This design comes from an exercise in tuning for small area, a short achievable clock period and few clock cycles on the open sky130 flow, not from production work.
Function was checked by simulation only, so behaviour that the tests miss may differ from the original.
Power and IR drop assume default switching activity.

<file path="flow/design.v">
module tz_hash (
    input  wire         clk,
    input  wire         rst,
    input  wire         in_valid,
    output wire         in_ready,
    input  wire [1:0]   in_op,
    input  wire [7:0]   in_data,
    output wire         idle,
    output wire [511:0] digest,
    output reg          err
);
    localparam [1:0] OP_INIT   = 2'd0;
    localparam [1:0] OP_ABSORB = 2'd1;
    localparam [1:0] OP_BIT    = 2'd2;
    localparam [1:0] OP_CAT    = 2'd3;
    localparam [126:0] ONE = 127'd1;
    function [126:0] fmulx;
        input [126:0] v;
        begin
            fmulx = {v[125:0], 1'b0};
            if (v[126])
                fmulx = fmulx ^ {63'd0, 1'b1, 62'd0, 1'b1};
        end
    endfunction
    function [126:0] fred;
        input [134:0] v;
        begin
            fred = v[126:0] ^ {56'd0, v[134:127], 55'd0, v[134:127]};
        end
    endfunction
    function [126:0] fmulx8;
        input [126:0] v;
        begin
            fmulx8 = fred({v, 8'd0});
        end
    endfunction
    function [126:0] fdivx;
        input [126:0] v;
        begin
            fdivx = {1'b0, v[126:1]};
            if (v[0])
                fdivx = fdivx ^ {1'b1, 63'd0, 1'b1, 62'd0};
        end
    endfunction
    function [126:0] fdivx8;
        input [126:0] v;
        integer i;
        begin
            fdivx8 = v;
            for (i = 0; i < 8; i = i + 1)
                fdivx8 = fdivx(fdivx8);
        end
    endfunction
    function [126:0] fmul8;
        input [126:0] v;
        input [7:0]   m;
        reg   [127:0] w;
        reg   [134:0] acc;
        reg   [3:0]   yl, yh, ys, ml, mh, ms;
        reg   [6:0]   pl, ph, pm;
        reg   [14:0]  p;
        integer k, i, j;
        begin
            w   = {1'b0, v};
            acc = 135'd0;
            ml  = m[3:0];
            mh  = m[7:4];
            ms  = ml ^ mh;
            for (k = 0; k < 16; k = k + 1) begin
                yl = w[8*k +: 4];
                yh = w[8*k+4 +: 4];
                ys = yl ^ yh;
                pl = 7'd0;
                ph = 7'd0;
                pm = 7'd0;
                for (i = 0; i < 4; i = i + 1)
                    for (j = 0; j < 4; j = j + 1) begin
                        pl[i+j] = pl[i+j] ^ (yl[i] & ml[j]);
                        ph[i+j] = ph[i+j] ^ (yh[i] & mh[j]);
                        pm[i+j] = pm[i+j] ^ (ys[i] & ms[j]);
                    end
                p = {8'd0, pl} ^ {ph, 8'd0} ^ {4'd0, pm ^ pl ^ ph, 4'd0};
                acc = acc ^ ({120'd0, p} << (8*k));
            end
            fmul8 = fred(acc);
        end
    endfunction
    reg [126:0] sa, sb, sc, sd;
    reg [126:0] u1, u2, u3, u4;
    reg         pv;         
    reg [1:0]   pop;
    reg [7:0]   pdata;
    reg         ph;         
    reg [5:0]   idx;        
    reg         bad;        
    reg         rdy;        
    reg         idl;        
    reg         c_init, c_abs, c_mul, c_first, c_hi, c_sw, c_wa, c_wb, c_unsw;
    reg [3:0]   nib;        
    reg [3:0]   nibc_n;     
    reg         nn34, nn34c_n;  
    reg [7:0]   mb;         
    assign in_ready = rdy;
    assign idle     = idl;
    assign digest   = {1'b0, sa, 1'b0, sb, 1'b0, sc, 1'b0, sd};
    wire accept = in_valid && rdy;
    wire        mul_now  = pv && pop[1];           
    wire        end_now  = mul_now && idx == 6'd63;
    wire        consumed = pv && (pop == OP_ABSORB ? ph : (pop == OP_BIT ? idx == 6'd63 : 1'b1));
    wire        n_pv     = accept || (pv && !consumed);
    wire [1:0]  n_pop    = accept ? in_op : pop;
    wire [7:0]  n_pdata  = accept ? in_data : pdata;
    wire        n_ph     = (pv && pop == OP_ABSORB) ? !ph : ph;
    wire [5:0]  n_idx    = mul_now ? idx + 6'd1 : idx;
    wire        bad_now  = bad || (pop == OP_CAT && idx[3:0] == 4'd0 && pdata[7]);
    wire        n_bad    = mul_now ? (bad_now && idx != 6'd63) : bad;
    wire        n_last   = n_idx == 6'd63;
    wire        n_busy   = (n_pop == OP_ABSORB && !n_ph) || n_pop == OP_BIT ||
                           (n_pop == OP_CAT && n_last);
    reg [7:0] n_mb;
    always @(*) begin
        if (n_pop == OP_BIT) begin
            if (n_idx[3:0] != 4'd15)
                n_mb = 8'd0;
            else
                case (n_idx[5:4])
                    2'd0: n_mb = 8'h02;                       
                    2'd1: n_mb = {6'd0, n_pdata[0], 1'b1};    
                    2'd2: n_mb = 8'h01;                       
                    default: n_mb = {7'd0, n_pdata[0]};       
                endcase
        end else
            n_mb = n_pdata;
    end
    wire [126:0] a1, a2, a3, a4, nb;
    wire [126:0] c1, c2, c3, c4, nd;
    tz_xstep xa1 (.a(sa), .p(sb), .y(a1));
    tz_tstep xa2 (.a(a1), .p(sa), .t(nib[3]), .y(a2));
    tz_tstep xa3 (.a(a2), .p(a1), .t(nib[2]), .y(a3));
    tz_tstep xa4 (.a(a3), .p(a2), .t(nib[1]), .y(a4));
    tz_b2step xb4 (.a(a3), .p(a2), .t(nib[0]), .u(nn34), .y(nb));
    tz_xstep xc1 (.a(sc), .p(sd), .y(c1));
    tz_tstep xc2 (.a(c1), .p(sc), .t(!nibc_n[3]), .y(c2));
    tz_tstep xc3 (.a(c2), .p(c1), .t(!nibc_n[2]), .y(c3));
    tz_tstep xc4 (.a(c3), .p(c2), .t(!nibc_n[1]), .y(c4));
    tz_b2step xd4 (.a(c3), .p(c2), .t(!nibc_n[0]), .u(!nn34c_n), .y(nd));
    wire [126:0] s1 = c_first ? (c_hi ? u3 : 127'd0) : fmulx8(u1);
    wire [126:0] s2 = c_first ? (c_hi ? u4 : 127'd0) : fmulx8(u2);
    wire [126:0] o1 = s1 ^ fmul8(sa, mb);
    wire [126:0] o2 = s2 ^ fmul8(sc, mb);
    always @(posedge clk) begin
        if (rst) begin
            pv      <= 1'b0;
            ph      <= 1'b0;
            idx     <= 6'd0;
            bad     <= 1'b0;
            rdy     <= 1'b1;
            idl     <= 1'b1;
            c_init  <= 1'b0;
            c_abs   <= 1'b0;
            c_mul   <= 1'b0;
            c_sw    <= 1'b0;
            c_wa    <= 1'b0;
            c_wb    <= 1'b0;
            c_unsw  <= 1'b0;
        end else begin
            pv      <= n_pv;
            pop     <= n_pop;
            pdata   <= n_pdata;
            ph      <= n_ph;
            idx     <= n_idx;
            bad     <= n_bad;
            rdy     <= !(n_pv && n_busy);
            idl     <= !n_pv && n_idx == 6'd0 && !end_now;
            c_init  <= n_pv && n_pop == OP_INIT;
            c_abs   <= n_pv && n_pop == OP_ABSORB;
            c_mul   <= n_pv && n_pop[1];
            c_first <= n_idx[3:0] == 4'd0;
            c_hi    <= n_idx[5];
            c_sw    <= n_pv && n_pop[1] && n_idx == 6'd31;
            c_wa    <= n_pv && n_pop[1] && n_idx == 6'd48 && !n_bad &&
                       !(n_pop == OP_CAT && n_pdata[7]);
            c_wb    <= end_now && !bad_now;
            c_unsw  <= end_now && bad_now;
            nib     <= n_ph ? n_pdata[3:0] : n_pdata[7:4];
            nibc_n  <= ~(n_ph ? n_pdata[3:0] : n_pdata[7:4]);
            nn34    <= !(n_ph ? (n_pdata[1] && n_pdata[0]) : (n_pdata[5] && n_pdata[4]));
            nn34c_n <=  (n_ph ? (n_pdata[1] && n_pdata[0]) : (n_pdata[5] && n_pdata[4]));
            mb      <= n_mb;
            if (c_mul) begin
                u1 <= o1;
                u2 <= o2;
                u3 <= c_first ? u1 : fdivx8(u3);
                u4 <= c_first ? u2 : fdivx8(u4);
            end
        end
    end
    wire         abs_go = c_abs && !rst;
    reg  [126:0] ka, kb, kc, kd;
    always @(*) begin
        if (abs_go) begin
            ka = 127'd0;
            kb = 127'd0;
            kc = 127'd0;
            kd = 127'd0;
        end else if (rst || c_init) begin
            ka = ONE;
            kb = 127'd0;
            kc = 127'd0;
            kd = ONE;
        end else if (c_sw || c_unsw) begin
            ka = sb;
            kb = sa;
            kc = sd;
            kd = sc;
        end else if (c_wb) begin
            ka = sb;
            kb = u1;
            kc = sd;
            kd = u2;
        end else if (c_wa) begin
            ka = sa;
            kb = u1;
            kc = sc;
            kd = u2;
        end else begin
            ka = sa;
            kb = sb;
            kc = sc;
            kd = sd;
        end
    end
    wire [126:0] da, db, dc, dd;
    tz_andor ma (.s(abs_go), .a(a4), .b(ka), .y(da));
    tz_andor mb_ (.s(abs_go), .a(nb), .b(kb), .y(db));
    tz_andor mc (.s(abs_go), .a(c4), .b(kc), .y(dc));
    tz_andor md (.s(abs_go), .a(nd), .b(kd), .y(dd));
    always @(posedge clk) begin
        sa <= da;
        sb <= db;
        sc <= dc;
        sd <= dd;
    end
    always @(posedge clk) begin
        if (rst || c_init)
            err <= 1'b0;
        else if (c_unsw)
            err <= 1'b1;
    end
endmodule
module tz_xstep (
    input  wire [126:0] a,
    input  wire [126:0] p,
    output wire [126:0] y
);
    assign y = {a[125:0], 1'b0} ^ {63'd0, a[126], 62'd0, a[126]} ^ p;
endmodule
module tz_tstep (
    input  wire [126:0] a,
    input  wire [126:0] p,
    input  wire         t,
    output wire [126:0] y
);
    wire [126:0] q;
    tz_xstep xq (.a(a), .p(p), .y(q));
    assign y = q ^ (t ? a : 127'd0);
endmodule
module tz_andor (
    input  wire         s,
    input  wire [126:0] a,
    input  wire [126:0] b,
    output wire [126:0] y
);
    assign y = (s ? a : 127'd0) | b;
endmodule
module tz_b2step (
    input  wire [126:0] a,
    input  wire [126:0] p,
    input  wire         t,
    input  wire         u,
    output wire [126:0] y
);
    wire [126:0] xa = {a[125:0], 1'b0} ^ {63'd0, a[126], 62'd0, a[126]};
    assign y = (u ? a : 127'd0) ^ (t ? xa : 127'd0) ^ (t ? p : 127'd0);
endmodule
</file>
<file path="flow/constraint.sdc">
create_clock -name core_clock -period 4.0 [get_ports {clk}]
set_input_delay 0.8000 -clock core_clock [delete_from_list [all_inputs] [get_ports {clk}]]
set_output_delay 0.8000 -clock core_clock [all_outputs]
set_load 0.01 [all_outputs]
</file>
<file path="flow/config.mk">
export PLATFORM = sky130hd
export DESIGN_NAME = tz_hash
export DESIGN_NICKNAME = tz_hash
export VERILOG_FILES = /design/flow/design.v
export SDC_FILE = /design/flow/constraint.sdc
export NUM_CORES = 4
export LEC_CHECK = 0
export CAP_MARGIN = 20
export CORE_MARGIN = 2
export CORE_UTILIZATION = 30
export PLACE_DENSITY = 0.5
export SETUP_SLACK_MARGIN = 1.3
export SLEW_MARGIN = 20
export SYNTH_HIERARCHICAL = 1
</file>
<file path="flow/run.sh">
#!/bin/bash
# synth_recipe.tcl (not shown) runs the flow's synth.tcl, then flattens the netlist and writes it again
# the make line also repeats each setting of config.mk as NAME=value (left out here)
make -C /OpenROAD-flow-scripts/flow DESIGN_CONFIG=/design/flow/config.mk WORK_HOME=/design/flow/orfs CLKGATE_MAP_FILE= SYNTH_SCRIPT=/design/flow/synth_recipe.tcl finish
</file>
==> notes.md, run 1 <==
* Number of instances in the synthesized netlist: 12420
- Cell depth of the worst flop-to-flop path: 9
- Summed over all cells, the static leakage comes to 52.74 nW.
* Diodes inserted: 0
* RSZ-0062 raised after global routing: true
* Sum of routed wire length over all layers: 359700 um
- In this run the power density over the cells is 523.2 nW/um2.
- Post-synthesis cell area: 99280 um2
- In the finished design, the share of the clock period the worst path needs comes to 0.6857.
- Entering global routing, the biggest net connects 147 pins.
- The filler cells instantiated in the layout total 33720.
* Critical path required time: 4.73 ns
- After floorplanning, the core was divided into 211 placement rows.
- Count of pins on the block boundary: 528
- The number of clock buffers added by TritonCTS is 153.
- Antenna violations before repair: 5
* Critical path endpoint category: flop
- In this run the tool buffered the top-level ports with 523 buffer cells.
* Slowest Stage Delay on Critical Path: 0.49 ns
* Post-detailed-route via-to-cell ratio: 4.814
- Starting density of the core: 0.3011
- The HPWL after detailed placement is 243500 um.
- Among all stages on the critical path, the largest delay is contributed by xor3_1.
- After layout, the worst setup slack is 1.257 ns.
* Mean instance size in the synthesized netlist: 7.993 um2
- Clock-pin slew was measured on the worst setup and hold paths at 0.06 ns.
- Remaining global-route overflow: 0
- Met3 usage: 0.02246
* Number of unique standard cell types used by synthesis: 50
- Transition time of the tightest slew-check pin: 0.9464 ns
- Layout cells sized above 1: 0.1464
* Core occupancy in the finished layout: 0.3671
- The total area inside the core boundary comes to 329700 um2.
- The worst path needs 2.743 ns of the cycle, external delays included.
- Combined flip-flop and latch cell area: 27070 um2
- Clock tree from TritonCTS: yes
* Cell family with the largest share of critical-path delay: XOR/XNOR gates
- The min-delay analysis places its worst path in the category reg -> reg.
* Antenna viol nets, final: 0
- Vertical extent of the die: 579.3 um
* Final Setup Violations: 0
- The via count of the first global-routing pass came to 79210.
- Most congested layer reported by global routing: met2
- The longest clock path from root to sink contains 4 buffers.
* Run status: no timing/DRC/antenna violations
- Max_slew headroom: 0.3670
- For this run, the top clock speed supported by timing is 0.3646 GHz.
- Along the worst path, the maximum fanout reaches 10.
- The final route contains 82500 vias.
- Setup Skew: 0.04629 ns
- Before CTS, the worst setup slack after placement is 0.4501 ns.
- IR analysis of the VDD net gives a maximum drop of 0.2709 mV.
* Latest clock arrival within the worst-skew pair: 0.85 ns
* Worst endpoint data arrival time: 3.47 ns
- Summing all multi-input logic gate instances after layout gives 72860 um2.
- All-layer global routing usage: 0.2018
* Die Width: 579.3 um
* Kind of start point of the critical path: flop
* Proportion of register bits with asynchronous set or reset after synthesis: 0
- Across the run, the number of max-cap violations was 0.
- Proportion of synthesized chip area in sequential cells: 0.2690
- Clock Tree Root: clkbuf_16
- Layout overhead on the synthesized area: 21.94%
- The critical path contains buffers and inverters numbering 0 combined.
* Final routed DRC violation total: 0
- R2R setup slack: 1.26 ns
- The die covers 335500 um2.
- Number of pins exceeding their max-slew limit in the final report: 0
- Ys Warns: 7
- For this run, the leading register cell type out of synthesis is edfxtp_1.
* Count of flip-flops with a built-in enable after synthesis: 538
- The first routing iteration left 5811 violations.
- Mean routed wirelength per cell: 20.99 um
- Number of flip-flops and latches in the synthesized netlist: 1065
- Total number of clock tree sinks: 1065
* Cells traversed along the worst timing path: xor2_4, nand2_1, xnor2_2, xor3_1, xnor2_2, xor2_1, nand2_1, xor2_1, a21o_1
* GP Congestion: 0.8316
- Crit. path cell count: 9
- Before antenna repair, the detailed router went through 6 iterations.
- Worst Path Class, Setup: reg -> reg
- For met1 alone, demand over resource in global routing was 0.2581.
- Wire length of the first global-routing pass: 524100 um
* CTS H-Tree Depth: 4
* Met2 Track Usage GR: 0.3575
* Total count of hold-check failures in the final report: 0
* Net total in the final layout: 12670
* Hold Path Stages: 1
-- worst register-to-register path: cells and delay by family, from the launching register on --
family,cells,cell delay (ns)
AND/OR/NAND/NOR,2,0.33
AO/OA/AOI/OAI,1,0.18
XOR/XNOR,6,1.68
flip-flops,1,0.46
-- stage by stage --
stage                     total power (W)  setup TNS, ns  instances  hold WS (ns)  instance area [um2]
after floorplan                   0.03841       -2375.78      12420        0.4785                99310
after global placement            0.04473              0      16670        0.4420               108800
after detailed placement          0.04468              0      16670        0.4434               108800
after CTS                         0.06081              0      17000        0.4533               116500
after global routing              0.06727              0      17140        0.4844               121100
final                             0.06334              0      17140        0.4496               121100
-- modules after synthesis (local to each module, per instance) --
module / flip-flops and latches / cells inside
tz_xstep: 0 / 127
tz_hash: 1065 / 8160
tz_b2step: 0 / 536
tz_tstep: 0 / 268
tz_andor: 0 / 141
-- where the power goes --
group	internal (W)	total (W)	switching [W]
Clock	0.00879	0.0146	0.00580
Combinational	0.0160	0.0350	0.0190
Sequential	0.0128	0.0138	0.000995
-- cell type report --
| cell class | instances | area share |
|---|---|---|
| Clock buffer | 194 | 0.03477 |
| Clock inverter | 79 | 0.007896 |
| Inverter | 25 | 0.001075 |
| Multi-Input combinational cell | 10360 | 0.6018 |
| Sequential cell | 1065 | 0.2236 |
| Tap cell | 4366 | 0.04512 |
| Timing Repair Buffer | 1045 | 0.08554 |
| Timing Repair inverter | 2 | 0.0001447 |
-- worst paths after layout --
check	end	from
max reg2reg	sb[64]$_DFF_P_	sa[61]$_DFF_P_
min	err$_SDFFE_PN0P_	err$_SDFFE_PN0P_
max	sb[64]$_DFF_P_	sa[61]$_DFF_P_
min reg2reg	err$_SDFFE_PN0P_	err$_SDFFE_PN0P_
-- flip-flops by register name, summed over array words and instances (netlist names), 4 cells and up --
| signal | flops |
|---|---|
| u1 | 127 |
| mb | 8 |
| u4 | 127 |
| sb | 127 |
| u2 | 127 |
| idx | 6 |
| sa | 127 |
| u3 | 127 |
| sd | 127 |
| nibc_n | 4 |
| pdata | 8 |
| nib | 4 |
| sc | 127 |
-- cells in the mapped netlist, types with 44 or more instances --
cell type	instances	share of area
a31oi_1	240	0.015
o21ai_0	44	0.0022
edfxtp_1	538	0.16
a21o_1	508	0.038
nor2b_1	244	0.015
clkbuf_1	520	0.020
a21oi_1	258	0.013
nor2_1	656	0.025
buf_6	76	0.0086
nand2_1	3505	0.13
xor2_1	2051	0.18
buf_4	52	0.0039
xnor2_1	2227	0.20
mux2_2	240	0.027
dfxtp_1	527	0.11
buf_2	299	0.015
a311oi_1	253	0.022
-- logic make-up after synthesis --
kind of cell | count (synthesis) | share of synthesized area
AOI/OAI and AO/OA | 1314 | 0.09190
xor gates and xnor gates | 4314 | 0.3843
adders and majority gates | 4 | 0.0005041
buffers and inverters | 996 | 0.04915
DFF | 1065 | 0.2690
muxes | 248 | 0.02803
other | 1 | 0.00003777
and+or+nand+nor | 4478 | 0.1771
-- cells in the final DEF (no fill, tap or decap), types with 9 or more instances in the layout --
cell type,count
a311oi_1,253
mux2_2,240
inv_1,20
buf_4,370
edfxtp_1,538
nand2_2,40
xor2_2,84
nor2_1,654
xor2_4,9
xor2_1,1964
clkbuf_16,168
xnor2_2,446
xor3_1,9
clkdlybuf4s50_1,152
xnor2_1,1740
clkinv_2,19
buf_6,48
bufinv_16,22
buf_12,85
dfxtp_4,48
nor2b_1,242
clkbuf_1,24
clkinv_1,24
a21o_1,508
clkbuf_8,12
dlygate4sd2_1,331
a31oi_1,240
o21ai_0,44
nand2_1,3486
clkdlybuf4s15_2,29
a21oi_1,258
nand3_1,22
dfxtp_1,330
xnor2_4,57
dfxtp_2,149
-- layer usage --
metal / share of wire / wire, um
met3: 0.046 / 16690
met1: 0.43 / 154100
met4: 0.029 / 10330
met5: 0.000033 / 12
met2: 0.50 / 178500
-- timing repair --
item | in CTS | in global routing
setup endpoints to repair | 1063 | 482
setup buffers | 48 | 127
pin swaps | 7 | 111
hold buffers | 0 | 0
resized for setup | 974 | 443
cloned | 2 | 14
Testbench counts, summed over its fixed seeds: cycles 69,724.
==> run 2, diff against run 1 <==
--- a/flow/config.mk
+++ b/flow/config.mk
@@ -9,6 +9,6 @@
 export CORE_MARGIN = 2
 export CORE_UTILIZATION = 30
 export PLACE_DENSITY = 0.5
-export SETUP_SLACK_MARGIN = 1.3
+export SETUP_SLACK_MARGIN = 1.4
 export SLEW_MARGIN = 20
 export SYNTH_HIERARCHICAL = 1
==> run 2 against run 1 <==
- still clean
- first-iteration DRC count grew 8.3%
- utilization grew 1.3 points
- clock power shrank 3%
- sequential cell count is the same
- critical path type unchanged
==> notes.md, run 2 <==
- The flow ran to the end and the layout has no timing, DRC or antenna violations.
- Total count of hold-check failures in the final report: 0 (unchanged)
- The total power per unit cell area is 523.5 nW/um2 (about the same).
- The depth of the worst register-to-register path is 11 (+2).
- The clock buffer count from CTS was 151 (-1.3%).
- Count of flip-flops with a built-in enable after synthesis: 538 (unchanged)
* Static leakage power: 54.63 nW (+3.6%)
- The final clock period utilization by the worst path came to 0.6656 (-0.02010).
* Layout cells sized above 1: 0.1848 (+0.03843)
- The largest net degree at the start of global routing came to 157 (+6.8%).
* Proportion of synthesized chip area in sequential cells: 0.2690 (unchanged)
- Number of optimization iterations in the first detailed-route pass: 5 (-1)
- The stage delay of the slowest cell on the critical path was 0.49 ns (about the same).
- Synth area leaders: xnor2_1 (20%), xor2_1 (18%), edfxtp_1 (16%)
- The count of nets after finishing is 12900 (+1.8%).
- The global-route total usage across every layer was 0.2068 (+0.005009).
* Clock tree from TritonCTS: yes
- Worst hold-check slack: 0.4652 ns (+0.01565 ns)
- The worst clock skew is 0.04593 ns (-0.0003617 ns).
- Total die area: 335500 um2 (unchanged)
* Max Fanout on Critical Path: 12 (+2)
- STA classifies the critical path endpoint as a flop.
* Area of the core region: 329700 um2 (unchanged)
- The total routed wirelength came to 375200 um (+4.3%).
* Crit path buf inv count: 4 (+4)
* Critical path required time: 4.71 ns (-0.02 ns)
- Post-layout worst setup margin: 1.338 ns (+0.08039 ns)
- The actual transition at the worst max-transition pin is 0.9305 ns (-0.01582 ns).
* Final Setup Violations: 0 (unchanged)
- Starting density of the core: 0.3011 (unchanged)
- Final routed DRC violation total: 0 (unchanged)
* Post-detailed-route via-to-cell ratio: 4.847 (+0.70%)
- The mean post-synth cell area came to 7.993 um2 (unchanged).
- The first-pass GRT wire length is 533800 um (+1.9%).
* Count of vias placed by the detailed router: 84180 (+2.0%)
- Cells traversed along the worst timing path: buf_4, clkinv_8, buf_16, nand2_1, xnor2_2, nand2_1, xnor2_2, buf_4, xor2_1, xnor2_1, a21o_1
- The maximum clock rate is 0.3756 GHz (+3.0%).
- Proportion of register bits with asynchronous set or reset after synthesis: 0 (unchanged)
- The Yosys warning count came to 7 (unchanged).
* Placement Setup Slack: 0.7336 ns (+0.2835 ns)
- The max capacitance violation total was 0 (unchanged).
- The clock-pin slew on the worst setup and hold paths came to 0.06 ns (about the same).
* Number of global-route vias before repair: 80190 (+1.2%)
- Cell with the most instances after synthesis: nand2_1
* Worst Hold Launch: err$_SDFFE_PN0P_
* Deepest clock path buffer count: 4 (unchanged)
- Peak supply drop: 0.3027 mV (+12%)
- Cts-stage hold buffer count: 0 (unchanged)
- The iteration-0 DRC count of the detailed router was 6294 (+8.3%).
* Antenna violations before repair: 12 (+7)
* Worst Path Class, Setup: reg -> reg
* Die Width: 579.3 um (unchanged)
* Count of pins on the block boundary: 528 (unchanged)
- CTS H-Tree Depth: 4 (unchanged)
- Remaining global-route overflow: 0 (unchanged)
- The path with the worst hold slack has its endpoint at err$_SDFFE_PN0P_.
- The post-detailed-route count of antenna-violating nets came to 0 (unchanged).
- Most common cell after layout, fill and taps aside: nand2_1
- Hold Path Stages: 1 (unchanged)
* Leading cell types in the layout, fill and taps excluded: nand2_1 (3459), xor2_1 (1791), xnor2_1 (1709)
- Top-area cell type share of the netlist area: 0.1965 (unchanged)
* Crit path time final: 2.662 ns (-0.08039 ns)
* Cell family with the largest share of critical-path delay: XOR/XNOR gates
* Critical register-to-register path startpoint: nibc_n[3]$_DFFE_PN_
- The max-slew violation count came to 0 (unchanged).
* Total number of clock tree sinks: 1065 (unchanged)
- The number of buffers added on ports was 523 (unchanged).
- The worst hold path belongs to the class reg -> reg.
* Layout overhead on the synthesized area: 26.37%
* Max_slew headroom: 0.3796 (+0.01269)
- Worst endpoint data arrival time: 3.37 ns (-0.10 ns)
- Number of unique standard cell types used by synthesis: 50 (unchanged)
* Core occupancy in the finished layout: 0.3805 (+0.01333)
- R2R setup slack: 1.34 ns (+0.08 ns)
- GP Congestion: 0.8155 (-1.9%)
- Most common library cells after synthesis: nand2_1 (3505), xnor2_1 (2227), xor2_1 (2051), nor2_1 (656), edfxtp_1 (538)
* Placement Rows: 211 (unchanged)
- In this run the critical register-to-register path is captured at sc[79]$_DFF_P_.
* Total Negative Setup Slacks: 0 ns (unchanged)
- In the synthesized netlist the dominant register cell turns out to be edfxtp_1.
- Clock Tree Root: clkbuf_16
- The number of standard cells after synthesis is 12420 (unchanged).
* Mean routed wirelength per cell: 21.61 um (+2.9%)
* Number of flip-flops and latches in the synthesized netlist: 1065 (unchanged)
- Biggest area consumer among synthesized cells: xnor2_1
- The worst setup path is launched from a flop.
* RSZ-0062 raised after global routing: true
- The clock network latency to the later pin of the worst-skew pair was 0.85 ns (about the same).
* Cell with the largest stage delay on the worst path: edfxtp_1
- The HPWL reported at the end of detailed placement came to 245100 um (+0.68%).
- The total standard cell area after synthesis was 99280 um2 (unchanged).
- The height of the chip is 579.3 um (unchanged).
[run 2: cell counts after synthesis]
No cell type changed its count.
[run 2: power breakdown]
part           switching (W)  internal [W]  leakage, nW
sequential           0.00102        0.0128         9.33
clock                0.00575       0.00840         2.46
combinational         0.0200        0.0177         42.8
[run 2: worst max-delay path by stage]
stage	depth (start not counted)	endpoint	startpoint	slack, ns
after floorplan	1	u1[0]$_DFFE_PP_	rst	-4.68
after global placement	10	sd[106]$_DFF_P_	nibc_n[3]$_DFFE_PN_	0.79
after detailed placement	10	sd[105]$_DFF_P_	nibc_n[3]$_DFFE_PN_	0.73
after CTS	8	u1[63]$_DFFE_PP_	mb[6]$_SDFFCE_PN0N_	1.37
after global routing	11	sd[39]$_DFF_P_	nibc_n[3]$_DFFE_PN_	1.22
final	11	sc[79]$_DFF_P_	nibc_n[3]$_DFFE_PN_	1.34
[run 2: worst reg2reg max path: cells and delay by family (launching register included)]
family | cells | cell delay (ns)
AOI/OAI and AO/OA | 1 | 0.18
and+or+nand+nor | 2 | 0.28
buffers and inverters | 4 | 0.72
xor gates and xnor gates | 4 | 0.89
DFF | 1 | 0.49
[run 2: cell families (layout without fill, tap and decap cells)]
group,count (synthesis),after routing,synth area share
other,1,9,0.00003777
AO/OA/AOI/OAI,1314,1314,0.09190
buffers and inverters,996,1568,0.04915
XOR/XNOR,4314,4314,0.3843
AND/OR/NAND/NOR,4478,4478,0.1771
adder cells (fa/ha/maj),4,4,0.0005041
multiplexers,248,248,0.02803
flip-flops,1065,1065,0.2690
[run 2: repair_timing]
item | 4_1_cts | 5_1_grt
buffers inserted | 79 | 298
endpoints found under the setup margin | 1184 | 456
gates resized for setup | 1385 | 646
cloned | 7 | 23
pin swaps | 28 | 279
[run 2: metal layers]
metal | share of wire | vias up | track usage | routed length [um]
li1 | - | 40310 | - | -
met1 | 0.42 | 41340 | 0.2645 | 159200
met2 | 0.50 | 2048 | 0.3635 | 186600
met3 | 0.045 | 485 | 0.02246 | 17030
met4 | 0.033 | 2 | 0.06194 | 12300
met5 | 0.000035 | - | 0 | 13
[run 2: final cells by class]
type | count | area, um2
diodes | 5 | 12.51
clock buffers | 194 | 4215
multi-input cells | 10360 | 75240
clock inverters | 72 | 780.7
repair buffers | 1273 | 12420
inverters | 25 | 132.6
repair inverters | 4 | 52.55
flip-flops and latches | 1065 | 27130
fillers | 33310 | 204300
well taps | 4366 | 5463
[run 2: Yosys stat by module (local to each module, per instance)]
module	flops+latches	area [um2]	cells inside
tz_andor	0	1055	141
tz_b2step	0	3417	536
tz_hash	1065	69090	8160
tz_tstep	0	1687	268
tz_xstep	0	1127	127
[run 2: per-stage QoR]
step	area (um2)	power (W)	std cells
global route	125500	0.06954	17370
floorplan	99330	0.03841	12420
detailed placement	109100	0.04473	16690
finish	125500	0.06568	17370
CTS	117900	0.06119	17040
global placement	109000	0.04475	16690
==> run 3, diff against run 2 <==
--- a/flow/config.mk
+++ b/flow/config.mk
@@ -8,7 +8,9 @@
 export CAP_MARGIN = 20
 export CORE_MARGIN = 2
 export CORE_UTILIZATION = 30
+export CTS_CLUSTER_DIAMETER = 100
+export CTS_CLUSTER_SIZE = 30
 export PLACE_DENSITY = 0.5
-export SETUP_SLACK_MARGIN = 1.4
+export SETUP_SLACK_MARGIN = 1.25
 export SLEW_MARGIN = 20
 export SYNTH_HIERARCHICAL = 1
==> run 3 against run 2 <==
- area after synthesis unchanged
- sequential cell count unchanged
- cell count decreased by 2.9%
- setup slack got worse by 0.051 ns
- sequential share of layout area increased by 1.5 points
- fmax decreased by 1.9%
- still clean
==> notes.md, run 3 <==
* Run status: no timing/DRC/antenna violations
- The depth of the worst register-to-register path is 9 (-2).
- The chip width came to 579.3 um (unchanged).
- Count of pins on the block boundary: 528 (unchanged)
* Number of pins exceeding their max-slew limit in the final report: 0 (unchanged)
* Wire length of the first global-routing pass: 521600 um (-2.3%)
- The number of enable-type register cells in the synthesized netlist came to 538 (unchanged).
* Cells after DPL: 16660 (-0.16%)
* Total power divided by cell area: 491.4 nW/um2 (-6.1%)
- GP Congestion: 0.8199 (+0.54%)
* Final Setup Violations: 0 (unchanged)
- The final standard cell count with taps included and fillers excluded came to 16860 (-2.9%).
* Clk slew on worst S/H paths: 0.10 ns (+0.04 ns)
* Transition time of the tightest slew-check pin: 1.170 ns (+0.2398 ns)
- Mean instance size in the synthesized netlist: 7.993 um2 (unchanged)
* Number of buffers created by CTS: 82 (-46%)
* Pin count of the biggest net entering global routing: 185 (+18%)
* Dominant synthesized flop cell: edfxtp_1
- The sequential fraction of the synthesis area was 0.2690 (unchanged).
* Setup Skew: 0.04282 ns (-0.003108 ns)
- Number of unique standard cell types used by synthesis: 50 (unchanged)
* Max Fanout on Critical Path: 55 (+43)
- The final critical path time including I/O delays and setup is 2.714 ns (+0.05141 ns).
- The area of the placeable core is 329700 um2 (unchanged).
- The final-report hold violation count is 0 (unchanged).
* Share of the cycle needed by the critical path after routing: 0.6784 (+0.01285)
* All-layer global routing usage: 0.2022 (-0.004593)
- The total number of clock tree sinks was 1065 (unchanged).
* Ys Warns: 7 (unchanged)
- Critical path endpoint category: flop
* HPWL Detailed: 239600 um (-2.3%)
- Most frequent cell on the critical path: xnor2_1
- The final instance area came to 116100 um2 (-7.5%).
- The number of vias after detailed routing was 80840 (-4.0%).
- Number of fillers in the final layout: 34260 (+2.8%)
- The headroom to the max-slew limit came to 0.2198 (-0.1598).
- The quantity of hold-fixing buffers added after cts was 0 (unchanged).
- The cell leakage power is 49.67 nW (-9.1%).
* Antenna viol nets, final: 0 (unchanged)
- Number of optimization iterations in the first detailed-route pass: 5 (unchanged)
- After synthesis, the most frequently instantiated cells are nand2_1 (3505), xnor2_1 (2227), xor2_1 (2051), nor2_1 (656), edfxtp_1 (538).
* Number of buffers added on ports: 523 (unchanged)
* Sum of routed wire length over all layers: 350900 um (-6.5%)
- The level count of the clock H-tree came to 3 (-1).
- The count of nets after finishing is 12440 (-3.5%).
- Final routed DRC violation total: 0 (unchanged)
* Cell family with the largest share of critical-path delay: XOR/XNOR gates
- The area enclosed by the die boundary was 335500 um2 (unchanged).
- The via count normalized by instance count came to 4.794 (-1.1%).
- Crit path buf inv count: 3 (-1)
- The worst hold path stage count is 2 (+1).
- The fraction of final layout cells sized beyond drive strength 1 is 0.1094 (-0.07544).
- Initial DRC count: 5666 (-10%)
- Vertical extent of the die: 579.3 um (unchanged)
- Post-layout total power: 0.05704 W (-13%)
* Critical path required time: 4.49 ns (-0.22 ns)
- Crit. path cell count: 9 (-2)
- The cell area after placement is 108700 um2 (-0.31%).
- Worst Path Class, Setup: reg -> reg
* Leading cell types in the layout, fill and taps excluded: nand2_1 (3505), xor2_1 (2029), xnor2_1 (1803)
- Max Clock Freq: 0.3685 GHz (-1.9%)
- Most common cell after layout, fill and taps aside: nand2_1
- Worst endpoint data arrival time: 3.21 ns (-0.16 ns)
* Mean routed wirelength per cell: 20.81 um (-3.7%)
* Antenna violations before repair: 4 (-8)
- The worst setup path is launched from a flop.
- The stage delay of the slowest cell on the critical path was 0.55 ns (+0.06 ns).
* Number of flip-flops and latches in the synthesized netlist: 1065 (unchanged)
* Placement Rows: 211 (unchanged)
- Clock Tree Root: clkbuf_16
- Number of instances in the synthesized netlist: 12420 (unchanged)
* Cells traversed along the worst timing path: buf_6, xnor2_4, buf_4, buf_16, nor2_1, xnor2_1, xnor2_1, xnor2_1, xnor2_1
* Starting density of the core: 0.3011 (unchanged)
* Peak supply drop: 0.3278 mV (+8.3%)
* Biggest area consumer among synthesized cells: xnor2_1
* Cell with the largest stage delay on the worst path: edfxtp_1
- The total standard cell area after synthesis was 99280 um2 (unchanged).
- Total Negative Setup Slacks: 0 ns (unchanged)
- Clock tree from TritonCTS: yes
- Layout overhead on the synthesized area: 16.92%
- Maximum Capacitance Violations: 0 (unchanged)
- The path class of the tightest hold or removal check is reg -> reg.
* Top-area cell type share of the netlist area: 0.1965 (unchanged)
* Proportion of register bits with asynchronous set or reset after synthesis: 0 (unchanged)
* Latest clock arrival within the worst-skew pair: 0.77 ns (-0.08 ns)
- Number of global-route vias before repair: 77950 (-2.8%)
- The global route total overflow is 0 (unchanged).
* RSZ-0062 raised after global routing: true
- In the post-synthesis netlist, the cell with the most instances is nand2_1.
* Synth area leaders: xnor2_1 (20%), xor2_1 (18%), edfxtp_1 (16%)
- The maximum root-to-sink buffer count came to 3 (-1).
[run 3: area by class of cell]
cell class	instances	area [um2]	share of cell area
Sequential cell	1065	26890	0.2316
Antenna cell	1	2.502	0.00002156
Multi-Input combinational cell	10360	71290	0.6142
Timing Repair Buffer	889	9166	0.07897
Clock inverter	69	1041	0.008968
Tap cell	4366	5463	0.04706
Clock buffer	85	2106	0.01814
Inverter	25	118.9	0.001024
[run 3: timing repair]
item                                   4_1_cts  5_1_grt
endpoints found under the hold margin        0        0
setup buffers                               18       20
resized for setup                          474      331
cloned                                       6        1
pin swaps                                    4       15
setup endpoints to repair                  595      469
[run 3: stage by stage]
stage / util / setup WS, ns / hold WS [ns]
after CTS: 0.3446 / 1.218 / 0.5254
final: 0.3520 / 1.286 / 0.5281
after global placement: 0.3297 / 0.9553 / 0.5016
after global routing: 0.3520 / 1.222 / 0.5544
after detailed placement: 0.3297 / 0.9119 / 0.5110
after floorplan: - / -4.677 / 0.4785
[run 3: worst paths after layout]
path / startpoint / end / slack [ns]
setup / recovery: mb[1]$_DFFE_PN_ / u2[87]$_DFFE_PP_ / 1.29
hold / removal: idx[1]$_SDFF_PP0_ / idx[1]$_SDFF_PP0_ / 0.53
setup reg to reg: mb[1]$_DFFE_PN_ / u2[87]$_DFFE_PP_ / 1.29
hold reg to reg: idx[1]$_SDFF_PP0_ / idx[1]$_SDFF_PP0_ / 0.53
[run 3: metal layers]
metal	vias to the layer above	wire, um	GRT usage
li1	39540	-	-
met1	39270	152900	0.2610
met2	1713	174900	0.3601
met3	311	15150	0.02163
met4	0	7992	0.04407
met5	-	0	0
[run 3: logic make-up after synthesis]
logic type	count (synthesis)	synth area share
xor+xnor	4314	0.3843
fa+ha+maj	4	0.0005041
flops	1065	0.2690
compound gates	1314	0.09190
mux	248	0.02803
buf+inv	996	0.04915
other cells	1	0.00003777
simple gates	4478	0.1771
[run 3: tightest hold or removal path: stages (launching register included)]
cell and delay, ns:
dfxtp_1 0.37, nand2_1 0.07, a21oi_1 0.06
[run 3: per-module statistics from Yosys, one instance, submodules excluded]
module,times used,cells
tz_andor,4,141
tz_xstep,8,127
tz_tstep,6,268
tz_hash,1,8160
tz_b2step,2,536
[run 3: power by group]
group	internal, W	leakage, nW	switching [W]
clock	0.00456	1.53	0.00560
sequential	0.0127	9.25	0.00104
combinational	0.0149	38.9	0.0182
total	0.0322	49.7	0.0249
==> run 4, diff against run 3 <==
--- a/flow/config.mk
+++ b/flow/config.mk
@@ -5,12 +5,12 @@
 export SDC_FILE = /design/flow/constraint.sdc
 export NUM_CORES = 4
 export LEC_CHECK = 0
-export CAP_MARGIN = 20
+export CAP_MARGIN = 10
 export CORE_MARGIN = 2
 export CORE_UTILIZATION = 30
 export CTS_CLUSTER_DIAMETER = 100
 export CTS_CLUSTER_SIZE = 30
 export PLACE_DENSITY = 0.5
 export SETUP_SLACK_MARGIN = 1.25
-export SLEW_MARGIN = 20
+export SLEW_MARGIN = 10
 export SYNTH_HIERARCHICAL = 1
==> run 4 against run 3 <==
- still clean
- global-route usage unchanged
- first-iteration DRC count unchanged
- largest power group unchanged
- area after synthesis is the same
==> notes.md, run 4 <==
* Crit path time final: 2.714 ns (unchanged)
- The number of instances in the placed design is 16660 (unchanged).
* Static leakage power: 49.67 nW (unchanged)
- Count of vias placed by the detailed router: 80840 (unchanged)
* Kind of start point of the critical path: flop
* Layout overhead on the synthesized area: 16.92% (unchanged)
- The level count of the clock H-tree was 3 (unchanged).
- In the layout the commonest cells are nand2_1 (3505), xor2_1 (2029), xnor2_1 (1803).
- HPWL Detailed: 239600 um (unchanged)
- The via count normalized by instance count came to 4.794 (unchanged).
* GP Congestion: 0.8199 (unchanged)
- Critical path required time: 4.49 ns (about the same)
- STA classifies the critical path endpoint as a flop.
* Placement Rows: 211 (unchanged)
- The total power per unit cell area is 491.4 nW/um2 (unchanged).
* Maximum Capacitance Violations: 0 (unchanged)
* Starting density of the core: 0.3011 (unchanged)
- The run finished with no timing, DRC or antenna violations.
* Hold Crit Class: reg -> reg
* Biggest area consumer among synthesized cells: xnor2_1
- Latest clock arrival within the worst-skew pair: 0.77 ns (about the same)
* Peak supply drop: 0.3278 mV (unchanged)
- Number of flip-flops and latches in the synthesized netlist: 1065 (unchanged)
* Number of global-route vias before repair: 77950 (unchanged)
* Worst Path Class, Setup: reg -> reg
- Vertical extent of the die: 579.3 um (unchanged)
- Most congested layer reported by global routing: met2
- The quantity of hold-fixing buffers added after cts came to 0 (unchanged).
- Wire length of the first global-routing pass: 521600 um (unchanged)
* Pin count of the biggest net entering global routing: 185 (unchanged)
- Total number of clock tree sinks: 1065 (unchanged)
- TritonCTS built the clock tree.
- Net total in the final layout: 12440 (unchanged)
- Core occupancy in the finished layout: 0.3520 (unchanged)
- Clk slew on worst S/H paths: 0.10 ns (about the same)
- Total die area: 335500 um2 (unchanged)
- Setup repair after global routing could not meet its margin everywhere.
- Met3 usage: 0.02163 (unchanged)
- The total standard cell area after synthesis is 99280 um2 (unchanged).
- The met2 usage in global routing came to 0.3601 (unchanged).
- The Yosys warning count was 7 (unchanged).
* Layout cells sized above 1: 0.1094 (unchanged)
- Among all flip-flop cells after synthesis, the most frequent one is edfxtp_1.
- The final-report hold violation count came to 0 (unchanged).
- The number of enable-type register cells in the synthesized netlist is 538 (unchanged).
* Final routed DRC violation total: 0 (unchanged)
* Antenna viol nets, final: 0 (unchanged)
* Deepest clock path buffer count: 3 (unchanged)
- The iteration-0 DRC count of the detailed router came to 5666 (unchanged).
- Clock Tree Root: clkbuf_16
- Total Negative Setup Slacks: 0 ns (unchanged)
* Final Setup Violations: 0 (unchanged)
- Met1 track utilization from global routing: 0.2610 (unchanged)
* Layout Cells excl Fill: 16860 (unchanged)
- The final clock period utilization by the worst path came to 0.6784 (unchanged).
- By area the synthesized netlist is led by xnor2_1 (20%), xor2_1 (18%), edfxtp_1 (16%).
* Number of buffers created by CTS: 82 (unchanged)
- Number of unique standard cell types used by synthesis: 50 (unchanged)
- The share of synthesized registers carrying an async set or reset was 0 (unchanged).
* Number of instances in the synthesized netlist: 12420 (unchanged)
* Most common cell after layout, fill and taps aside: nand2_1
- Yosys instantiated no cell more often than nand2_1.
* Max Fanout on Critical Path: 55 (unchanged)
- The global-route total usage across every layer came to 0.2022 (unchanged).
* Top-area cell type share of the netlist area: 0.1965 (unchanged)
* Max_slew headroom: 0.2198 (unchanged)
- Mean instance size in the synthesized netlist: 7.993 um2 (unchanged)
* Most common library cells after synthesis: nand2_1 (3505), xnor2_1 (2227), xor2_1 (2051), nor2_1 (656), edfxtp_1 (538)
* Setup Skew: 0.04282 ns (unchanged)
- The chip width is 579.3 um (unchanged).
- Number of buffers added on ports: 523 (unchanged)
- The area of the placeable core is 329700 um2 (unchanged).
* Worst endpoint data arrival time: 3.21 ns (about the same)
- The total routed wirelength is 350900 um (unchanged).
- Count of pins on the block boundary: 528 (unchanged)
- Number of pins exceeding their max-slew limit in the final report: 0 (unchanged)
- The initial antenna violation count came to 4 (unchanged).
- The actual transition at the worst max-transition pin was 1.170 ns (unchanged).
- The sequential fraction of the synthesis area is 0.2690 (unchanged).
* Mean routed wirelength per cell: 20.81 um (unchanged)
- Max Clock Freq: 0.3685 GHz (unchanged)
- Remaining global-route overflow: 0 (unchanged)
* Number of optimization iterations in the first detailed-route pass: 5 (unchanged)
==> run 4: cell counts in the layout (fill, tap and decap cells not counted) <==
Identical to the previous run, type by type.
==> run 4: path summary, 6_finish.rpt <==
check	slack, ns	end	cells past startpoint	from
worst max-delay path	1.29	u2[87]$_DFFE_PP_	9	mb[1]$_DFFE_PN_
worst min-delay path	0.53	idx[1]$_SDFF_PP0_	2	idx[1]$_SDFF_PP0_
worst max register to register	1.29	u2[87]$_DFFE_PP_	9	mb[1]$_DFFE_PN_
worst min register to register	0.53	idx[1]$_SDFF_PP0_	2	idx[1]$_SDFF_PP0_
==> run 4: modules after synthesis (local to each module, per instance) <==
module	flops+latches	times used
tz_tstep	0	6
tz_xstep	0	8
tz_andor	0	4
tz_b2step	0	2
tz_hash	1065	1
==> run 4: per-layer routing <==
layer / share of wire / wire length (um) / vias up
met1: 0.44 / 152900 / 39270
met2: 0.50 / 174900 / 1713
met5: 0 / 0 / -
met3: 0.043 / 15150 / 311
li1: - / - / 39540
met4: 0.023 / 7992 / 0
==> run 4: area by class of cell <==
| class | instances | area (um2) |
|---|---|---|
| fillers | 34260 | 213700 |
| multi-input cells | 10360 | 71290 |
| flip-flops and latches | 1065 | 26890 |
| repair buffers | 889 | 9166 |
| well taps | 4366 | 5463 |
| clock buffers | 85 | 2106 |
| clock inverters | 69 | 1041 |
| inverters | 25 | 118.9 |
| diodes | 1 | 2.502 |
==> run 4: worst max-delay path, cell delays in order, from the launching register on <==
cell,delay (ns)
edfxtp_1,0.55
buf_6,0.25
xnor2_4,0.23
buf_4,0.17
buf_16,0.29
nor2_1,0.11
xnor2_1,0.24
xnor2_1,0.12
xnor2_1,0.33
xnor2_1,0.12
==> run 4: through the flow <==
step / setup slack, ns / total power (W) / area (um2) / hold slack [ns]
after global routing: 1.222 / 0.06090 / 116100 / 0.5544
after detailed placement: 0.9119 / 0.04462 / 108700 / 0.5110
after global placement: 0.9553 / 0.04469 / 108700 / 0.5016
after floorplan: -4.677 / 0.03839 / 99300 / 0.4785
after CTS: 1.218 / 0.05604 / 113600 / 0.5254
final: 1.286 / 0.05704 / 116100 / 0.5281
==> run 4: timing repair <==
item                                    in CTS  in global routing
resized for setup                          474                331
pin swaps                                    4                 15
cloned                                       6                  1
setup buffers                               18                 20
endpoints found under the setup margin     595                469
==> run 4: logic make-up (layout without fill, tap and decap cells) <==
| family | count (synthesis) | after routing | share of synthesized area |
|---|---|---|---|
| AND/OR/NAND/NOR | 4478 | 4478 | 0.1771 |
| XOR/XNOR | 4314 | 4314 | 0.3843 |
| flip-flops | 1065 | 1065 | 0.2690 |
| AO/OA/AOI/OAI | 1314 | 1314 | 0.09190 |
| multiplexers | 248 | 248 | 0.02803 |
| other | 1 | 5 | 0.00003777 |
| adder cells (fa/ha/maj) | 4 | 4 | 0.0005041 |
| buffers and inverters | 996 | 1068 | 0.04915 |
==> run 4: power by group <==
part	internal (W)	leakage, nW	switching (W)
Sequential	0.0127	9.25	0.00104
Clock	0.00456	1.53	0.00560
Combinational	0.0149	38.9	0.0182
Total	0.0322	49.7	0.0249
==> run 5, diff against run 4 <==
==> flow/config.mk (replaced) <==
export PLATFORM = sky130hd
export DESIGN_NAME = tz_hash
export DESIGN_NICKNAME = tz_hash
export VERILOG_FILES = /design/flow/design.v
export SDC_FILE = /design/flow/constraint.sdc
export NUM_CORES = 4
export LEC_CHECK = 0
export CAP_MARGIN = 20
export CORE_MARGIN = 2
export CORE_UTILIZATION = 30
export CTS_CLUSTER_DIAMETER = 90
export CTS_CLUSTER_SIZE = 24
export PLACE_DENSITY = 0.5
export SETUP_SLACK_MARGIN = 1.2
export SLEW_MARGIN = 20
export SYNTH_HIERARCHICAL = 1
==> run 5 against run 4 <==
- non-clock buffer count shrank 7
- first-iteration DRC count grew 1.2%
- power grew 0.80%
- wire length shrank 0.29%
- cell count grew 0.11%
- die area is the same
- synthesized cell count is the same
- count of clock-buffer cells in the layout grew 17
- register-to-register slack lost 0.02 ns
- cell area shrank 0.30%
==> notes.md, run 5 <==
- Run status: no timing/DRC/antenna violations
* Final routed DRC violation total: 0 (unchanged)
* Layout overhead on the synthesized area: 16.58%
- Mean routed wirelength per cell: 20.73 um (-0.40%)
* Slowest Stage Delay on Critical Path: 0.78 ns (+0.23 ns)
* Vertical extent of the die: 579.3 um (unchanged)
- Antenna viol nets, final: 0 (unchanged)
- The maximum root-to-sink buffer count was 3 (unchanged).
- Maximum Capacitance Violations: 0 (unchanged)
- Count of flip-flops with a built-in enable after synthesis: 538 (unchanged)
- The number of unique standard cell types used by synthesis was 50 (unchanged).
* Max Clock Freq: 0.3650 GHz (-0.94%)
- The final instance area is 115700 um2 (-0.30%).
* Total count of hold-check failures in the final report: 0 (unchanged)
* Biggest area consumer among synthesized cells: xnor2_1
- The slowest stage of the critical path belongs to the cell clkdlybuf4s50_1.
- Setup Skew: 0.04680 ns (+0.003977 ns)
* Worst Path Class, Setup: reg -> out
* Number of buffers added on ports: 523 (unchanged)
- Mean instance size in the synthesized netlist: 7.993 um2 (unchanged)
* Remaining global-route overflow: 0 (unchanged)
* All-layer global routing usage: 0.2012 (-0.001013)
* Post-layout total power: 0.05750 W (+0.80%)
- The area of the placeable core is 329700 um2 (unchanged).
- Cts-stage hold buffer count: 0 (unchanged)
- The required time at the worst-slack endpoint came to 3.20 ns (-1.29 ns).
- The max-slew violation count is 0 (unchanged).
- The total power per unit cell area is 496.8 nW/um2 (+1.1%).
- Synth area leaders: xnor2_1 (20%), xor2_1 (18%), edfxtp_1 (16%)
- Max Fanout on Critical Path: 4 (-93%)
- Leading cell types in the layout, fill and taps excluded: nand2_1 (3505), xor2_1 (2040), xnor2_1 (1856)
- Kind of start point of the critical path: flop
- The post-layout utilization of the core was 0.3510 (-0.001040).
* Initial DRC count: 5733 (+1.2%)
- The buffers plus inverters on the worst setup path was 1 (-2).
- The final clock period utilization by the worst path is 0.6849 (+0.006470).
- The worst setup path is captured at a primary output.
* Sum of routed wire length over all layers: 349900 um (-0.29%)
- The number of standard cells after synthesis came to 12420 (unchanged).
- Broken down by cell family, the worst path's largest delay share belongs to buffers and inverters.
- The number of placement rows came to 211 (unchanged).
* Max_slew headroom: 0.3884 (+0.1686)
- The final setup violation count was 0 (unchanged).
* Most common cell after layout, fill and taps aside: nand2_1
- Traced cell by cell, the critical path runs through clkdlybuf4s50_1.
- The chip width came to 579.3 um (unchanged).
- Transition time of the tightest slew-check pin: 0.9174 ns (-0.2529 ns)
* Post-synthesis cell area: 99280 um2 (unchanged)
- Dominant synthesized flop cell: edfxtp_1
- The number of top-level pins was 528 (unchanged).
- The depth of the worst register-to-register path came to 10 (+1).
- Pin count of the biggest net entering global routing: 185 (unchanged)
- Proportion of synthesized chip area in sequential cells: 0.2690 (unchanged)
- The post-synthesis sequential element count was 1065 (unchanged).
- Starting density of the core: 0.3011 (unchanged)
* Total cell area at the placement stage: 108700 um2 (unchanged)
- The count of nets after finishing was 12450 (+0.056%).
* Total number of clock tree sinks: 1065 (unchanged)
- Hold Path Stages: 2 (unchanged)
* Post-detailed-route via-to-cell ratio: 4.785 (-0.19%)
* Latest clock arrival within the worst-skew pair: 0.77 ns (about the same)
- CTS H-Tree Depth: 3 (unchanged)
* Static leakage power: 48.90 nW (-1.6%)
- The first-pass iteration count of the detailed router is 5 (unchanged).
* Number of buffers created by CTS: 96 (+17%)
- The clock-pin slew on the worst setup and hold paths was 0.10 ns (about the same).
- The initial antenna violation count came to 2 (-2).
* Top-area cell type share of the netlist area: 0.1965 (unchanged)
- The first-pass GRT wire length was 520100 um (-0.29%).
- The number of stages on the worst setup path came to 1 (-8).
- Sorting the synthesized cells by how often they occur yields nand2_1 (3505), xnor2_1 (2227), xor2_1 (2051), nor2_1 (656), edfxtp_1 (538).
- GP Congestion: 0.8199 (unchanged)
- The share of synthesized registers carrying an async set or reset is 0 (unchanged).
* HPWL Detailed: 239600 um (unchanged)
- The number of vias after detailed routing is 80770 (-0.083%).
- Cell with the most instances after synthesis: nand2_1
* Crit path time final: 2.740 ns (+0.02588 ns)
- The area enclosed by the die boundary is 335500 um2 (unchanged).
- Total Negative Setup Slacks: 0 ns (unchanged)
* Clock Tree Root: clkbuf_16
- TritonCTS built the clock tree.
- Layout cells sized above 1: 0.1049 (-0.004553)
- The maximum VDD drop is 0.3917 mV (+19%).
- Setup repair after global routing could not meet its margin everywhere.
* Hold Crit Class: reg -> reg
* Ys Warns: 7 (unchanged)
* Number of global-route vias before repair: 77900 (-0.059%)
- The data arrival time at the worst-slack endpoint is 1.94 ns (-1.27 ns).
-- run 5: where the power goes --
group / switching, W / internal (W)
clock network: 0.00565 / 0.00531
logic: 0.0181 / 0.0147
registers: 0.00104 / 0.0127
-- run 5: per-module statistics from Yosys, one instance, submodules excluded --
module | area (um2) | copies in the design | cells inside
tz_b2step | 3417 | 2 | 536
tz_xstep | 1127 | 8 | 127
tz_tstep | 1687 | 6 | 268
tz_andor | 1055 | 4 | 141
tz_hash | 69090 | 1 | 8160
-- run 5: cell type report --
cell class	count	area [um2]
Sequential cell	1065	26840
Antenna cell	1	2.502
Clock buffer	102	2510
Fill cell	34280	214000
Multi-Input combinational cell	10360	70770
Inverter	25	113.9
Timing Repair Buffer	882	9009
Clock inverter	77	1033
Tap cell	4366	5463
-- run 5: repair_timing --
action | in CTS | in global routing
cloned | 5 | 2
endpoints found under the setup margin | 441 | 433
setup buffers | 14 | 17
pin swaps | 3 | 9
resized for setup | 317 | 309
-- run 5: cell families (layout without fill, tap and decap cells) --
family / count (synthesis) / after routing / share of synthesized area
AOI/OAI and AO/OA: 1314 / 1314 / 0.09190
xor gates and xnor gates: 4314 / 4314 / 0.3843
adders and majority gates: 4 / 4 / 0.0005041
buffers and inverters: 996 / 1086 / 0.04915
DFF: 1065 / 1065 / 0.2690
muxes: 248 / 248 / 0.02803
other: 1 / 5 / 0.00003777
and+or+nand+nor: 4478 / 4478 / 0.1771
-- run 5: layer usage --
metal | vias to the layer above | share of wire | routed length [um] | global-route usage
met5 | - | 0 | 0 | 0
met4 | 0 | 0.023 | 8003 | 0.04468
met3 | 336 | 0.043 | 15030 | 0.02219
met2 | 1693 | 0.50 | 174200 | 0.3577
met1 | 39150 | 0.44 | 152700 | 0.2595
li1 | 39590 | - | - | -
-- run 5: final timing paths --
path | to | startpoint | slack (ns)
hold / removal | idx[1]$_SDFF_PP0_ | idx[1]$_SDFF_PP0_ | 0.53
setup reg to reg | sd[89]$_DFF_P_ | nibc_n[3]$_DFFE_PN_ | 1.27
hold reg to reg | idx[1]$_SDFF_PP0_ | idx[1]$_SDFF_PP0_ | 0.53
setup / recovery | digest[103] | sd[103]$_DFF_P_ | 1.26
-- run 5: stage by stage --
step | std cells | hold slack (ns) | worst slack, ns
2_1_floorplan | 12420 | 0.4785 | -4.677
3_3_place_gp | 16660 | 0.5016 | 0.9553
5_1_grt | 16880 | 0.5536 | 1.171
3_5_place_dp | 16660 | 0.5110 | 0.9119
4_1_cts | 16860 | 0.5250 | 0.9492
6_report | 16880 | 0.5274 | 1.260
==> run 6, diff against run 5 <==
--- a/flow/design.v
+++ b/flow/design.v
@@ -98,7 +98,6 @@
     reg         c_init, c_abs, c_mul, c_first, c_hi, c_sw, c_wa, c_wb, c_unsw;
     reg [3:0]   nib;        
     reg [3:0]   nibc_n;     
-    reg         nn34, nn34c_n;  
     reg [7:0]   mb;         
     assign in_ready = rdy;
     assign idle     = idl;
@@ -138,12 +137,12 @@
     tz_tstep xa2 (.a(a1), .p(sa), .t(nib[3]), .y(a2));
     tz_tstep xa3 (.a(a2), .p(a1), .t(nib[2]), .y(a3));
     tz_tstep xa4 (.a(a3), .p(a2), .t(nib[1]), .y(a4));
-    tz_b2step xb4 (.a(a3), .p(a2), .t(nib[0]), .u(nn34), .y(nb));
+    tz_bstep xb4 (.a(a4), .p(a3), .t(nib[0]), .y(nb));
     tz_xstep xc1 (.a(sc), .p(sd), .y(c1));
     tz_tstep xc2 (.a(c1), .p(sc), .t(!nibc_n[3]), .y(c2));
     tz_tstep xc3 (.a(c2), .p(c1), .t(!nibc_n[2]), .y(c3));
     tz_tstep xc4 (.a(c3), .p(c2), .t(!nibc_n[1]), .y(c4));
-    tz_b2step xd4 (.a(c3), .p(c2), .t(!nibc_n[0]), .u(!nn34c_n), .y(nd));
+    tz_bstep xd4 (.a(c4), .p(c3), .t(!nibc_n[0]), .y(nd));
     wire [126:0] s1 = c_first ? (c_hi ? u3 : 127'd0) : fmulx8(u1);
     wire [126:0] s2 = c_first ? (c_hi ? u4 : 127'd0) : fmulx8(u2);
     wire [126:0] o1 = s1 ^ fmul8(sa, mb);
@@ -184,8 +183,6 @@
             c_unsw  <= end_now && bad_now;
             nib     <= n_ph ? n_pdata[3:0] : n_pdata[7:4];
             nibc_n  <= ~(n_ph ? n_pdata[3:0] : n_pdata[7:4]);
-            nn34    <= !(n_ph ? (n_pdata[1] && n_pdata[0]) : (n_pdata[5] && n_pdata[4]));
-            nn34c_n <=  (n_ph ? (n_pdata[1] && n_pdata[0]) : (n_pdata[5] && n_pdata[4]));
             mb      <= n_mb;
             if (c_mul) begin
                 u1 <= o1;
@@ -261,9 +258,7 @@
     input  wire         t,
     output wire [126:0] y
 );
-    wire [126:0] q;
-    tz_xstep xq (.a(a), .p(p), .y(q));
-    assign y = q ^ (t ? a : 127'd0);
+    assign y = {a[125:0], 1'b0} ^ {63'd0, a[126], 62'd0, a[126]} ^ p ^ (t ? a : 127'd0);
 endmodule
 module tz_andor (
     input  wire         s,
@@ -273,13 +268,11 @@
 );
     assign y = (s ? a : 127'd0) | b;
 endmodule
-module tz_b2step (
+module tz_bstep (
     input  wire [126:0] a,
     input  wire [126:0] p,
     input  wire         t,
-    input  wire         u,
-    output wire [126:0] y
-);
-    wire [126:0] xa = {a[125:0], 1'b0} ^ {63'd0, a[126], 62'd0, a[126]};
-    assign y = (u ? a : 127'd0) ^ (t ? xa : 127'd0) ^ (t ? p : 127'd0);
-endmodule
+    output wire [126:0] y
+);
+    assign y = p ^ (t ? a : 127'd0);
+endmodule
--- a/flow/config.mk
+++ b/flow/config.mk
@@ -8,9 +8,9 @@
 export CAP_MARGIN = 20
 export CORE_MARGIN = 2
 export CORE_UTILIZATION = 30
-export CTS_CLUSTER_DIAMETER = 90
-export CTS_CLUSTER_SIZE = 24
+export CTS_CLUSTER_DIAMETER = 100
+export CTS_CLUSTER_SIZE = 30
 export PLACE_DENSITY = 0.5
-export SETUP_SLACK_MARGIN = 1.2
+export SETUP_SLACK_MARGIN = 1.0
 export SLEW_MARGIN = 20
 export SYNTH_HIERARCHICAL = 1
==> run 6 against run 5 <==
- clock power is 5% lower
- power is 4.3% higher
- critical endpoint is now digest[378]
- highest routed layer is now met5
- still clean
- first-iteration DRC count increased by 5.7%
- critical path type unchanged
- sequential power barely moved
==> notes.md, run 6 <==
- Run status: no timing/DRC/antenna violations
- GP Congestion: 0.8538 (+4.1%)
- The final clock period utilization by the worst path was 0.7505 (+0.06562).
- The sequential fraction of the synthesis area was 0.2713 (+0.002294).
- The final-report hold violation count was 0 (unchanged).
- The first-pass GRT wire length was 512700 um (-1.4%).
* Synth area leaders: xnor2_1 (20%), edfxtp_1 (16%), xor2_1 (14%)
- The total power consumption of the routed design is 0.05999 W (+4.3%).
- The fraction of final layout cells sized beyond drive strength 1 came to 0.1231 (+0.01828).
- The Yosys warning count was 7 (unchanged).
* Worst hold-check slack: 0.4398 ns (-0.08758 ns)
- Number of flip-flops and latches in the synthesized netlist: 1063 (-0.19%)
* Number of buffers created by CTS: 88 (-8.3%)
* Transition time of the tightest slew-check pin: 1.113 ns (+0.1960 ns)
- The worst setup path is captured at a primary output.
- Max Fanout on Critical Path: 4 (unchanged)
- In the synthesized netlist the dominant register cell turns out to be edfxtp_1.
* Clock Tree Root: clkbuf_16
- Post-layout worst setup margin: 0.9979 ns (-0.2625 ns)
* Number of global-route vias before repair: 75510 (-3.1%)
- Antenna violations before repair: 8 (+6)
- Total power divided by cell area: 532.6 nW/um2 (+7.2%)
- Synthesized-area fraction occupied by ao, oa, aoi and oai cells: 0.09287 (+0.0009673)
- The cell family contributing the most delay on the critical path is buffers and inverters.
- The headroom to the max-slew limit is 0.2577 (-0.1307).
- Pin count of the biggest net entering global routing: 155 (-16%)
* Crit path time final: 3.002 ns (+0.2625 ns)
* Synthesized-area fraction occupied by adder cells: 0.0005096 (+0.000005446)
- Final Setup Violations: 0 (unchanged)
- The HPWL reported at the end of detailed placement is 244700 um (+2.1%).
- Proportion of register bits with asynchronous set or reset after synthesis: 0 (unchanged)
- The via count normalized by instance count is 4.784 (about the same).
- Setup repair after global routing could not meet its margin everywhere.
- CTS H-Tree Depth: 3 (unchanged)
- The initial core utilization was 0.3007 (-0.0003547).
- The maximum VDD drop was 0.2836 mV (-28%).
* Cells traversed along the worst timing path: clkdlybuf4s50_1
- The worst hold path stage count was 1 (-1).
- The worst clock skew came to 0.1270 ns (+0.08023 ns).
- Remaining global-route overflow: 0 (unchanged)
* Hold Crit Class: reg -> reg
* Die Width: 576.2 um (-0.53%)
- Number of unique standard cell types used by synthesis: 50 (unchanged)
- Crit path buf inv count: 1 (unchanged)
* Placement Setup Slack: 0.7694 ns (-0.1424 ns)
- All-layer global routing usage: 0.2007 (-0.0004899)
- The number of enable-type register cells in the synthesized netlist is 536 (-0.37%).
- After synthesis, the largest family of logic cells by area is XOR/XNOR gates.
- The simple-gate portion of the synthesized area came to 0.1750 (-0.002049).
- The maximum root-to-sink buffer count is 4 (+1).
- Number of pins exceeding their max-slew limit in the final report: 0 (unchanged)
- The number of stages on the worst setup path was 1 (unchanged).
- Maximum Capacitance Violations: 0 (unchanged)
- The iteration-0 DRC count of the detailed router is 6061 (+5.7%).
- Core occupancy in the finished layout: 0.3449 (-0.006116)
* Worst endpoint data arrival time: 2.20 ns (+0.26 ns)
- Count of vias placed by the detailed router: 78310 (-3.0%)
* Top-area cell type share of the netlist area: 0.1971 (+0.0006065)
* Clock tree from TritonCTS: yes
* Clk slew on worst S/H paths: 0.12 ns (+0.02 ns)
- Total die area: 332000 um2 (-1.1%)
- The number of placement rows was 210 (-0.47%).
- Mean instance size in the synthesized netlist: 8.269 um2 (+3.4%)
* Worst Path Class, Setup: reg -> out
- Mux share of post-synthesis cell area: 0.02800 (-0.00002842)
* Critical path required time: 3.20 ns (about the same)
- Total number of clock tree sinks: 1063 (-0.19%)
- The number of buffers added on ports was 523 (unchanged).
- Cts-stage hold buffer count: 0 (unchanged)
- Vertical extent of the die: 576.2 um (-0.53%)
* Most common library cells after synthesis: nand2_1 (3009), xnor2_1 (2210), xor2_1 (1566), nor2_1 (681), clkbuf_1 (551)
- The maximum clock rate is 0.3331 GHz (-8.7%).
* Number of instances in the synthesized netlist: 11880 (-4.4%)
* Latest clock arrival within the worst-skew pair: 0.90 ns (+0.13 ns)
* Most common cell after layout, fill and taps aside: nand2_1
* Static leakage power: 46.29 nW (-5.3%)
- Net total in the final layout: 11970 (-3.9%)
- Sum of routed wire length over all layers: 347300 um (-0.74%)
- Kind of start point of the critical path: flop
* Cell with the largest stage delay on the worst path: clkdlybuf4s50_1
- The stage delay of the slowest cell on the critical path is 0.90 ns (+0.12 ns).
- The total standard cell area after synthesis came to 98220 um2 (-1.1%).
* Count of pins on the block boundary: 528 (unchanged)
* Total cell area at the placement stage: 108200 um2 (-0.47%)
- Cell depth of the worst flop-to-flop path: 7 (-3)
- The post-detailed-route count of antenna-violating nets was 0 (unchanged).
* Leading cell types in the layout, fill and taps excluded: nand2_1 (3008), xnor2_1 (2112), xor2_1 (1554)
* Mean routed wirelength per cell: 21.22 um (+2.4%)
- Biggest area consumer among synthesized cells: xnor2_1
- The post-synthesis xor/xnor area fraction came to 0.3844 (about the same).
- Final routed DRC violation total: 0 (unchanged)
* Non-Filler Cell Area, Final: 112600 um2 (-2.7%)
- Area of the core region: 326600 um2 (-0.95%)
- Cell with the most instances after synthesis: nand2_1
* Layout overhead on the synthesized area: 14.68%
- Number of optimization iterations in the first detailed-route pass: 5 (unchanged)
run 6: changes by cell type after synthesis, moves of 17 or more:
cell and change:
buf_2 -46, buf_6 -34, buf_8 +24, clkbuf_1 +31, nand2_1 -496, nand2_2 +219
nor2_1 +25, xnor2_1 -17, xnor2_2 +252, xor2_1 -485
run 6: logic make-up after synthesis:
group	count (synthesis)
buffers and inverters	965
other	1
adder cells (fa/ha/maj)	4
multiplexers	245
AO/OA/AOI/OAI	1313
flip-flops	1063
AND/OR/NAND/NOR	4228
XOR/XNOR	4059
run 6: final timing paths:
path,start,to,slack [ns]
worst min-delay path,bad$_SDFF_PP0_,c_wb$_SDFF_PP0_,0.44
worst max register to register,mb[4]$_SDFFCE_PN0N_,u2[35]$_DFFE_PP_,1.06
worst max-delay path,sb[122]$_DFF_P_,digest[378],1.0
worst min register to register,bad$_SDFF_PP0_,c_wb$_SDFF_PP0_,0.44
run 6: layer usage:
layer,wire length [um],part of all wire,GRT usage
met1,161300,0.46,0.2780
met2,157600,0.45,0.3240
met3,19560,0.056,0.03129
met4,8804,0.025,0.04975
met5,27,0.000078,0
run 6: repair_timing:
| item | 4_1_cts | 5_1_grt |
|---|---|---|
| pin swaps | 1 | 6 |
| gates cloned | 1 | 5 |
| endpoints found under the setup margin | 212 | 198 |
| gates resized for setup | 85 | 130 |
| setup buffers | 3 | 7 |
run 6: Yosys stat by module (local to each module, per instance):
module | times used | flip-flops and latches | area, um2 | cells
tz_xstep | 2 | 0 | 1127 | 127
tz_bstep | 2 | 0 | 1687 | 268
tz_tstep | 6 | 0 | 3234 | 395
tz_andor | 4 | 0 | 1055 | 141
tz_hash | 1 | 1063 | 68960 | 8154
run 6: metrics by stage:
step	TNS (ns)	instances
after floorplan	-2470.36	11880
after global placement	0	16190
after detailed placement	0	16190
after CTS	0	16350
after global routing	0	16370
final	0	16370
run 6: layout make-up:
| cell class | instances | area (um2) |
|---|---|---|
| Inverter | 25 | 132.6 |
| Tap cell | 4346 | 5438 |
| Clock inverter | 64 | 996.0 |
| Multi-Input combinational cell | 9853 | 67840 |
| Timing Repair inverter | 3 | 28.78 |
| Fill cell | 34090 | 214000 |
| Antenna cell | 3 | 7.507 |
| Sequential cell | 1063 | 26710 |
| Clock buffer | 94 | 2320 |
| Timing Repair Buffer | 918 | 9161 |
run 6: report_power, final:
group	internal, W	total, W	switching (W)
clock	0.00486	0.0105	0.00567
sequential	0.0127	0.0137	0.00101
combinational	0.0164	0.0357	0.0193
Testbench counts of run 6, summed over its fixed seeds: cycles 69,724.

## what the ideal ports hide
How much do the figures lean on ideal ports? The routed layouts below were timed once more, with nothing changed but the port constraints.
Step 1 sets driving cells, clkbuf_16 on the clock port and buf_2 on the other inputs (assumed; they add their load-dependent delay and slew).
Step 2 times the ports against the registers' clock, not the clock port: input delays grow and output delays shrink by t, the midpoint of the rising clock arrivals with the driver on.
a / b / c = ideal ports / drivers / drivers and shift; a / b = the first two.
run	t (ns)	setup WS [ns]	pins driven straight from the clock port
run 1	0.922	1.257 / 1.228 / 0.839	1
run 2	0.922	1.338 / 1.302 / 0.745	1
run 3	0.837	1.286 / 1.213 / 0.881	1
run 4	0.837	1.286 / 1.213 / 0.881	1
run 5	0.839	1.260 / 1.174 / 0.879	1
run 6	0.931	0.998 / 0.900 / 0.953	1
After both steps setup and hold are still met in every run listed. For run 2, which loses most, drivers alone change the setup slack by -0.036 ns; drivers and shift together by -0.593 ns.
